This design comes from an exercise in tuning for small area and few clock cycles on the open sky130 flow, not from production work.
Function was checked by simulation only, so behaviour that the tests miss may differ from the original.
Power is estimated from default activity; no workload was simulated.

==> 10-16 <==
## qca7k_core
module qca7k_core (
    input  wire        clk,
    input  wire        rst,
    input  wire        req_valid,
    output wire        req_ready,
    input  wire [7:0]  req_op,
    input  wire        req_read,
    input  wire        req_internal,
    input  wire [15:0] req_reg,
    input  wire [15:0] req_val,
    input  wire [15:0] req_size,
    input  wire        req_dst_valid,
    input  wire [7:0]  req_dst,
    output wire        rsp_valid,
    output reg  [3:0]  rsp_code,
    output reg  [15:0] rsp_data,
    output wire        bus_valid,
    output reg  [1:0]  bus_kind,
    output reg  [7:0]  bus_txd,
    input  wire        bus_ready,
    input  wire [7:0]  bus_rxd,
    output wire        src_req,
    output wire [10:0] src_addr,
    input  wire        src_ack,
    input  wire [7:0]  src_data,
    output wire        mw_valid,
    output wire [7:0]  mw_buf,
    output wire [10:0] mw_addr,
    output wire [7:0]  mw_data
);
clock: 7.0 ns
lec_check: 0
abc_area: 1
cap_margin: 20
core_margin: 2
core_utilization: 40
cts_buf_list: sky130_fd_sc_hd__clkbuf_4 sky130_fd_sc_hd__clkbuf_8
place_density: 0.6
slew_margin: 20
standard.sh (not shown) runs the stock make flow with config.mk's settings and CLKGATE_MAP_FILE= SYNTH_SCRIPT=/design/flow/synth_recipe.tcl, a recipe that flattens the netlist after the stock synthesis.
==> flow/flow/run.sh <==
#!/bin/bash
# Layout flow: the standard flow (standard.sh) with two changes.
#  1. After the standard synthesis, the combinational logic between the
#     registers is re-mapped by ABC with an area-oriented script (area.abc).
#     Every register keeps its instance name and cell type; ports are kept.
#  2. Port buffers use the smallest buffer cell (buf_1) instead of the
#     default clkdlybuf4s50_1. Every input and output port still gets one.
# Each tool's full output goes to a log file in this folder.
set -euo pipefail
WORK=$(pwd)
FLOWDIR=$WORK/flow
RES=$WORK/orfs/results/sky130hd/qca7k_core/base
LIB=$FLOW_HOME/platforms/sky130hd/lib/sky130_fd_sc_hd__tt_025C_1v80.lib
export TMPDIR=$WORK/tmp
mkdir -p "$TMPDIR"

# 1. standard synthesis
bash standard.sh synth > log_1_standard_synth.log 2>&1
cp "$RES/1_2_yosys.v" "$WORK/1_2_yosys.standard.v"

# 2. re-map the combinational logic, registers untouched
DU=$(grep -A40 '^export DONT_USE_CELLS' "$FLOW_HOME/platforms/sky130hd/config.mk" \
     | grep -o 'sky130_fd_sc_hd__[a-z0-9_]*' | sed 's/^/-dont_use /' | tr '\n' ' ')
FFS=$(grep -o 'sky130_fd_sc_hd__[a-z0-9_]*' "$WORK/1_2_yosys.standard.v" | sort -u \
      | grep -E '__(e|s|se)?df|__dl|__conb' | tr '\n' ' ')
cat > "$WORK/reopt.ys" <<EOT
read_liberty -ignore_miss_func $LIB
read_verilog $WORK/1_2_yosys.standard.v
hierarchy -top $FLOW_TOP
setattr -mod -set keep_hierarchy 1 $FFS
flatten
blackbox $FFS
opt_clean
tee -o $WORK/reopt_stat_before.txt stat -liberty $LIB
abc -liberty $LIB $DU -script $FLOWDIR/area.abc
opt_clean -purge
hilomap -singleton -hicell sky130_fd_sc_hd__conb_1 HI -locell sky130_fd_sc_hd__conb_1 LO
insbuf -buf sky130_fd_sc_hd__buf_1 A X
opt_clean -purge
tee -o $WORK/reopt_stat_after.txt stat -liberty $LIB
read_liberty -lib -ignore_redef $LIB
hierarchy -top $FLOW_TOP
check -assert -mapped
write_verilog -noattr -nohex -nodec $WORK/1_2_yosys.reopt.v
EOT
YOSYS=$FLOW_HOME/../tools/install/yosys/bin/yosys
[[ -x $YOSYS ]] || YOSYS=yosys
"$YOSYS" -s "$WORK/reopt.ys" > log_2_reopt_yosys.log 2>&1
cp "$WORK/1_2_yosys.reopt.v" "$RES/1_2_yosys.v"
rm -f "$RES/1_synth.odb"
touch "$RES/1_2_yosys.v"
bash standard.sh synth > log_3_synth_odb.log 2>&1

# 3. the rest of the standard flow, with small port buffers
export BUFFER_PORTS_ARGS="-buffer_cell sky130_fd_sc_hd__buf_1"
bash standard.sh > log_4_standard_finish.log 2>&1
Other scripts of this flow, unchanged in this note and not shown: flow/flow/area.abc
==> 12-19: changes against 10-16 <==
--- a/flow/design.v
+++ b/flow/design.v
@@ -57,17 +57,19 @@
                      P_END = 4'd7, P_HDR = 4'd8, P_PAY = 4'd9, P_TAIL = 4'd10,
                      P_RXLOOP = 4'd11;
     localparam [1:0] T_REG_READ = 2'd0, T_REG_WRITE = 2'd1, T_EXT_WRITE = 2'd2,
                      T_EXT_READ = 2'd3;
     reg [3:0]  phase;
     reg [1:0]  step;           
     reg [3:0]  op;             
+    reg [1:0]  tkind;          
     reg [4:0]  rh;             
     reg [15:0] d;              
     reg [10:0] size;           
+    reg [10:0] sa;             
     reg [7:0]  sb;             
     reg        sv;             
     reg [2:0]  rx_state;
     reg [1:0]  rx_k;           
     reg [10:0] rx_len;
     reg [10:0] rx_cur;
     reg        rx_buf_valid;
@@ -80,15 +82,15 @@
             default: reg_known = 1'b0;
         endcase
     end
     wire [3:0] req_opc = (req_op[7:4] == 4'd0) ? req_op[3:0] : OP_RESERVED;
     wire        size_small = (size < FRAME_MIN);
     wire [10:0] send_n     = size_small ? FRAME_MIN : size;
     wire [10:0] send_need  = send_n + 11'd10;
-    wire        sa_end     = (d[10:0] >= size);       
+    wire        sa_end     = (sa == size);
     wire [7:0] b = bus_rxd;
     reg [2:0]  ns_state;
     reg [1:0]  ns_k;
     reg [10:0] ns_len;
     reg [10:0] ns_cur;
     reg        bs_end;         
     reg        bs_mem;
@@ -153,69 +155,37 @@
             end
             default: begin
                 bs_end   = 1'b1;
                 ns_state = S_IERR;
             end
         endcase
     end
-    wire       fetch   = (op == OP_SEND) && (step == 2'd2);
+    wire       fetch   = (op == OP_SEND) && (step != 2'd0);
     wire       pay_src = !sa_end || sv;               
     wire       sb_pop  = (phase == P_PAY) && bus_ready && sv;
     assign src_req  = fetch && !sa_end && (!sv || sb_pop);
-    assign src_addr = d[10:0];
+    assign src_addr = sa;
     wire   sb_push  = src_req && src_ack;
-    reg [1:0] tkind;
-    reg [4:0] treg;
-    always @(*) begin
-        tkind = T_REG_READ;
-        treg  = RH_INTR_ENABLE;
-        case (op)
-            OP_REG_READ:  treg = rh;
-            OP_REG_WRITE: begin tkind = T_REG_WRITE; treg = rh; end
-            OP_SET_MASK, OP_ENABLE_ALL, OP_DISABLE_ALL: tkind = T_REG_WRITE;
-            OP_ENABLE, OP_DISABLE: if (step != 2'd0) tkind = T_REG_WRITE;
-            OP_SOFT_RESET: begin
-                treg = RH_SPI_CONFIG;
-                if (step != 2'd0) tkind = T_REG_WRITE;
-            end
-            OP_FETCH_ACK: begin
-                if (step != 2'd1) tkind = T_REG_WRITE;
-                if (step != 2'd0) treg = RH_INTR_CAUSE;
-            end
-            OP_READ_SIG: treg = RH_SIGNATURE;
-            OP_STARTUP:
-                if (step[1]) tkind = T_REG_WRITE;
-                else         treg  = RH_SIGNATURE;
-            OP_SEND:
-                if (step == 2'd0)      treg  = RH_WRBUF_SPC_AVA;
-                else if (step == 2'd1) begin tkind = T_REG_WRITE; treg = RH_BFR_SIZE; end
-                else                   tkind = T_EXT_WRITE;
-            OP_RECEIVE:
-                if (step == 2'd0) treg  = RH_RDBUF_BYTE_AVA;
-                else              tkind = T_EXT_READ;
-            default: ;
-        endcase
-    end
     reg bv;
     always @(*) begin
         bv       = 1'b1;
         bus_kind = K_TX;
         bus_txd  = 8'h00;
         case (phase)
             P_BEGIN:   bus_kind = K_BEGIN;
             P_CMD_HI:
                 case (tkind)
-                    T_REG_READ:  bus_txd = {3'b110, treg};
-                    T_REG_WRITE: bus_txd = {3'b010, treg};
+                    T_REG_READ:  bus_txd = {3'b110, rh};
+                    T_REG_WRITE: bus_txd = {3'b010, rh};
                     T_EXT_READ:  bus_txd = 8'h80;
                     default:     bus_txd = 8'h00;
                 endcase
             P_CMD_LO:  ;
-            P_DATA_HI, P_DATA_LO:
-                if (tkind == T_REG_READ) bus_kind = K_RX; else bus_txd = d[15:8];
+            P_DATA_HI: if (tkind == T_REG_READ) bus_kind = K_RX; else bus_txd = d[15:8];
+            P_DATA_LO: if (tkind == T_REG_READ) bus_kind = K_RX; else bus_txd = d[7:0];
             P_HDR:
                 case (d[15:13])
                     3'd4:    bus_txd = send_n[7:0];
                     3'd5:    bus_txd = {5'd0, send_n[10:8]};
                     3'd6, 3'd7: bus_txd = 8'h00;
                     default: bus_txd = SOF_BYTE;
                 endcase
@@ -281,15 +251,15 @@
                         rsp_code = R_IN_PROGRESS;
                         rsp_data = {13'd0, rx_state};
                     end
                 default: ;
             endcase
         end
     end
-    wire [7:0] rd_old = d[15:8];
+    wire [7:0] rd_old = (phase == P_DATA_HI) ? d[15:8] : d[7:0];
     reg  [7:0] rd_new;
     always @(*) begin
         case (op)
             OP_ENABLE, OP_SOFT_RESET: rd_new = b | rd_old;
             OP_DISABLE:               rd_new = b & ~rd_old;
             default:                  rd_new = b;
         endcase
@@ -299,93 +269,135 @@
         if (rst) begin
             phase        <= P_IDLE;
             step         <= 2'd0;
             sv           <= 1'b0;
             rx_state     <= S_SOF;
             rx_buf_valid <= 1'b0;
         end else begin
-            if (sb_push) sb <= src_data;
+            if (sb_push) begin
+                sb <= src_data;
+                sa <= sa + 11'd1;
+            end
             sv <= sb_push || (sv && !sb_pop);
-            if (sb_push || (phase == P_PAY && bus_fire && !sv))
-                d[10:0] <= d[10:0] + 11'd1;
             if (phase == P_RESP || finishing) phase <= P_IDLE;
             case (phase)
                 P_BEGIN:  if (bus_fire) phase <= P_CMD_HI;
                 P_CMD_HI: if (bus_fire) phase <= P_CMD_LO;
                 P_CMD_LO: if (bus_fire) begin
                     case (tkind)
                         T_EXT_WRITE: phase <= P_HDR;
                         T_EXT_READ:  phase <= P_RXLOOP;
                         default:     phase <= P_DATA_HI;
                     endcase
                 end
-                P_DATA_HI, P_DATA_LO: if (bus_fire) begin
-                    d <= {d[7:0], (tkind == T_REG_READ) ? rd_new : d[15:8]};
-                    phase <= (phase == P_DATA_HI) ? P_DATA_LO : P_END;
+                P_DATA_HI: if (bus_fire) begin
+                    if (tkind == T_REG_READ) d[15:8] <= rd_new;
+                    phase <= P_DATA_LO;
+                end
+                P_DATA_LO: if (bus_fire) begin
+                    if (tkind == T_REG_READ) d[7:0] <= rd_new;
+                    phase <= P_END;
                 end
                 P_HDR: if (bus_fire) begin
                     d[15:13] <= d[15:13] + 3'd1;
                     if (d[15:13] == 3'd7) phase <= P_PAY;
                 end
                 P_PAY: if (bus_fire) begin
-                    if (sv ? (sa_end && !size_small) : (d[10:0] == 11'd59))
-                        phase <= P_TAIL;
+                    d <= d - 16'd1;
+                    if (d[10:0] == 11'd11) phase <= P_TAIL;
                 end
                 P_TAIL: if (bus_fire) begin
-                    d[15:13] <= d[15:13] + 3'd1;
-                    if (d[15:13] == 3'd1) phase <= P_END;
+                    d <= d - 16'd1;
+                    if (d[10:0] == 11'd9) phase <= P_END;
                 end
                 P_RXLOOP: if (bus_fire) begin
                     rx_state <= ns_state;
                     rx_k     <= ns_k;
                     rx_len   <= ns_len;
                     rx_cur   <= ns_cur;
                     d        <= d - 16'd1;
                     if (bs_end || d == 16'd1) phase <= P_END;
                 end
                 P_END: if (bus_fire && !last) begin
                     step  <= step + 2'd1;
                     phase <= P_BEGIN;
                     case (op)
+                        OP_ENABLE, OP_DISABLE, OP_SOFT_RESET:
+                            tkind <= T_REG_WRITE;
+                        OP_FETCH_ACK: begin
+                            tkind <= (step == 2'd0) ? T_REG_READ : T_REG_WRITE;
+                            rh    <= RH_INTR_CAUSE;
+                        end
                         OP_STARTUP:
-                            if (step == 2'd1) d <= INT_ALL;
+                            if (step == 2'd1) begin
+                                tkind <= T_REG_WRITE;
+                                rh    <= RH_INTR_ENABLE;
+                                d     <= INT_ALL;
+                            end
                         OP_SEND:
-                            if (step == 2'd0) d <= {5'd0, send_need};
-                            else              d <= 16'd0;
-                        default: ;
+                            if (step == 2'd0) begin
+                                tkind <= T_REG_WRITE;
+                                rh    <= RH_BFR_SIZE;
+                                d     <= {5'd0, send_need};
+                                sa    <= 11'd0;
+                            end else begin
+                                tkind <= T_EXT_WRITE;
+                            end
+                        default:  
+                            tkind <= T_EXT_READ;
                     endcase
                 end
                 default: ;
             endcase
             if (req_fire) begin
                 op    <= req_opc;
                 step  <= 2'd0;
                 size  <= req_size[10:0];
                 phase <= P_BEGIN;
-                rh    <= req_reg[12:8];
+                tkind <= T_REG_READ;
                 d     <= 16'd0;
                 case (req_opc)
                     OP_ENCODE_CMD: begin
                         phase <= P_RESP;
                         d     <= {req_read, req_internal,
                                   req_internal ? req_reg[13:0] : 14'd0};
                     end
-                    OP_REG_READ:
+                    OP_REG_READ: begin
+                        rh <= req_reg[12:8];
                         if (!reg_known) phase <= P_RESP;
-                    OP_REG_WRITE:
+                    end
+                    OP_REG_WRITE: begin
+                        rh    <= req_reg[12:8];
+                        tkind <= T_REG_WRITE;
                         if (!reg_known) phase <= P_RESP;
                         else            d <= req_val;
-                    OP_SET_MASK, OP_ENABLE, OP_DISABLE: d <= req_val;
-                    OP_ENABLE_ALL: d <= INT_ALL;
-                    OP_SOFT_RESET: d <= SPI_CONFIG_RESET;
-                    OP_GET_MASK, OP_DISABLE_ALL, OP_FETCH_ACK,
-                    OP_READ_SIG, OP_STARTUP: ;
-                    OP_SEND:
+                    end
+                    OP_GET_MASK: rh <= RH_INTR_ENABLE;
+                    OP_SET_MASK: begin
+                        rh <= RH_INTR_ENABLE; tkind <= T_REG_WRITE; d <= req_val;
+                    end
+                    OP_ENABLE_ALL: begin
+                        rh <= RH_INTR_ENABLE; tkind <= T_REG_WRITE; d <= INT_ALL;
+                    end
+                    OP_DISABLE_ALL, OP_FETCH_ACK: begin
+                        rh <= RH_INTR_ENABLE; tkind <= T_REG_WRITE;
+                    end
+                    OP_ENABLE, OP_DISABLE: begin
+                        rh <= RH_INTR_ENABLE; d <= req_val;
+                    end
+                    OP_READ_SIG, OP_STARTUP: rh <= RH_SIGNATURE;
+                    OP_SOFT_RESET: begin
+                        rh <= RH_SPI_CONFIG; d <= SPI_CONFIG_RESET;
+                    end
+                    OP_SEND: begin
+                        rh <= RH_WRBUF_SPC_AVA;
                         if (req_size > {5'd0, FRAME_MAX}) phase <= P_RESP;
+                    end
                     OP_RECEIVE: begin
+                        rh <= RH_RDBUF_BYTE_AVA;
                         if (!req_dst_valid) begin
                             phase <= P_RESP;
                         end else if (!rx_buf_valid || rx_buf != req_dst ||
                                      rx_state == S_SUCCESS || rx_state == S_IERR) begin
                             rx_state     <= S_SOF;
                             rx_k         <= 2'd3;
                             rx_buf_valid <= 1'b1;
==> out/results.tsv <==
metric	value	unit
outcome	timing/DRC/antenna clean	
Reg2Reg Setup Slack	1.02	ns
first-pass GRT wire length	40.2	mm
FF-to-FF Start	size[6]	
Least-Margin Pin Slew	1.00	ns
Sw Share	0.293	
CP arrival	5.17	ns
vias per std cell	6.19	
crit-path max cell delay	0.70	ns
hold depth	2	
Logic pwr share	0.149	
slowest stage cell on the critical path	nor4_1	
# the run above: 10-16

==> out/results.tsv <==
metric	value	unit
Sw Share	0.295	
Least-Margin Pin Slew	0.942	ns
slowest stage cell on the critical path	or4_1	
MaxCap Viol Count	0	
crit-path max cell delay	0.57	ns
CTS tree	built	
FF-to-FF Start	size[9]	
Logic pwr share	0.142	
Reg2Reg Setup Slack	1.38	ns
hold depth	1	
vias per std cell	6.17	
outcome	timing/DRC/antenna clean	
# the run above: 12-19

Testbench counts of 10-16, summed over its fixed seeds: cycles 1,340,452.
Testbench counts of 12-19, summed over its fixed seeds: cycles 1,340,418.

==> re-timing with driven ports <==
The results above use ideal ports. As a check the final layouts listed here were re-extracted and re-timed, cells and wires unchanged. Step 1, drivers: a clkbuf_16 drives clk and a buf_2 each remaining input, both assumed. Step 2 times the ports against the registers' clock, not the clock port: input delays grow and output delays shrink by t, the midpoint of the rising clock arrivals with the driver on. Three values: ideal ports, drivers, drivers and shift; two values: the first two.
run	shift t [ns]	setup WS [ns]	latest minus earliest clock arrival (ns)	slew at the worst register clock pin (ns)
10-16	0.426	0.433 / 0.392 / 0.818	0.013 / 0.012	0.10 / 0.10
12-19	0.442	0.781 / 0.738 / 1.180	0.016 / 0.016	0.11 / 0.11
After both steps every run listed still meets setup and hold.
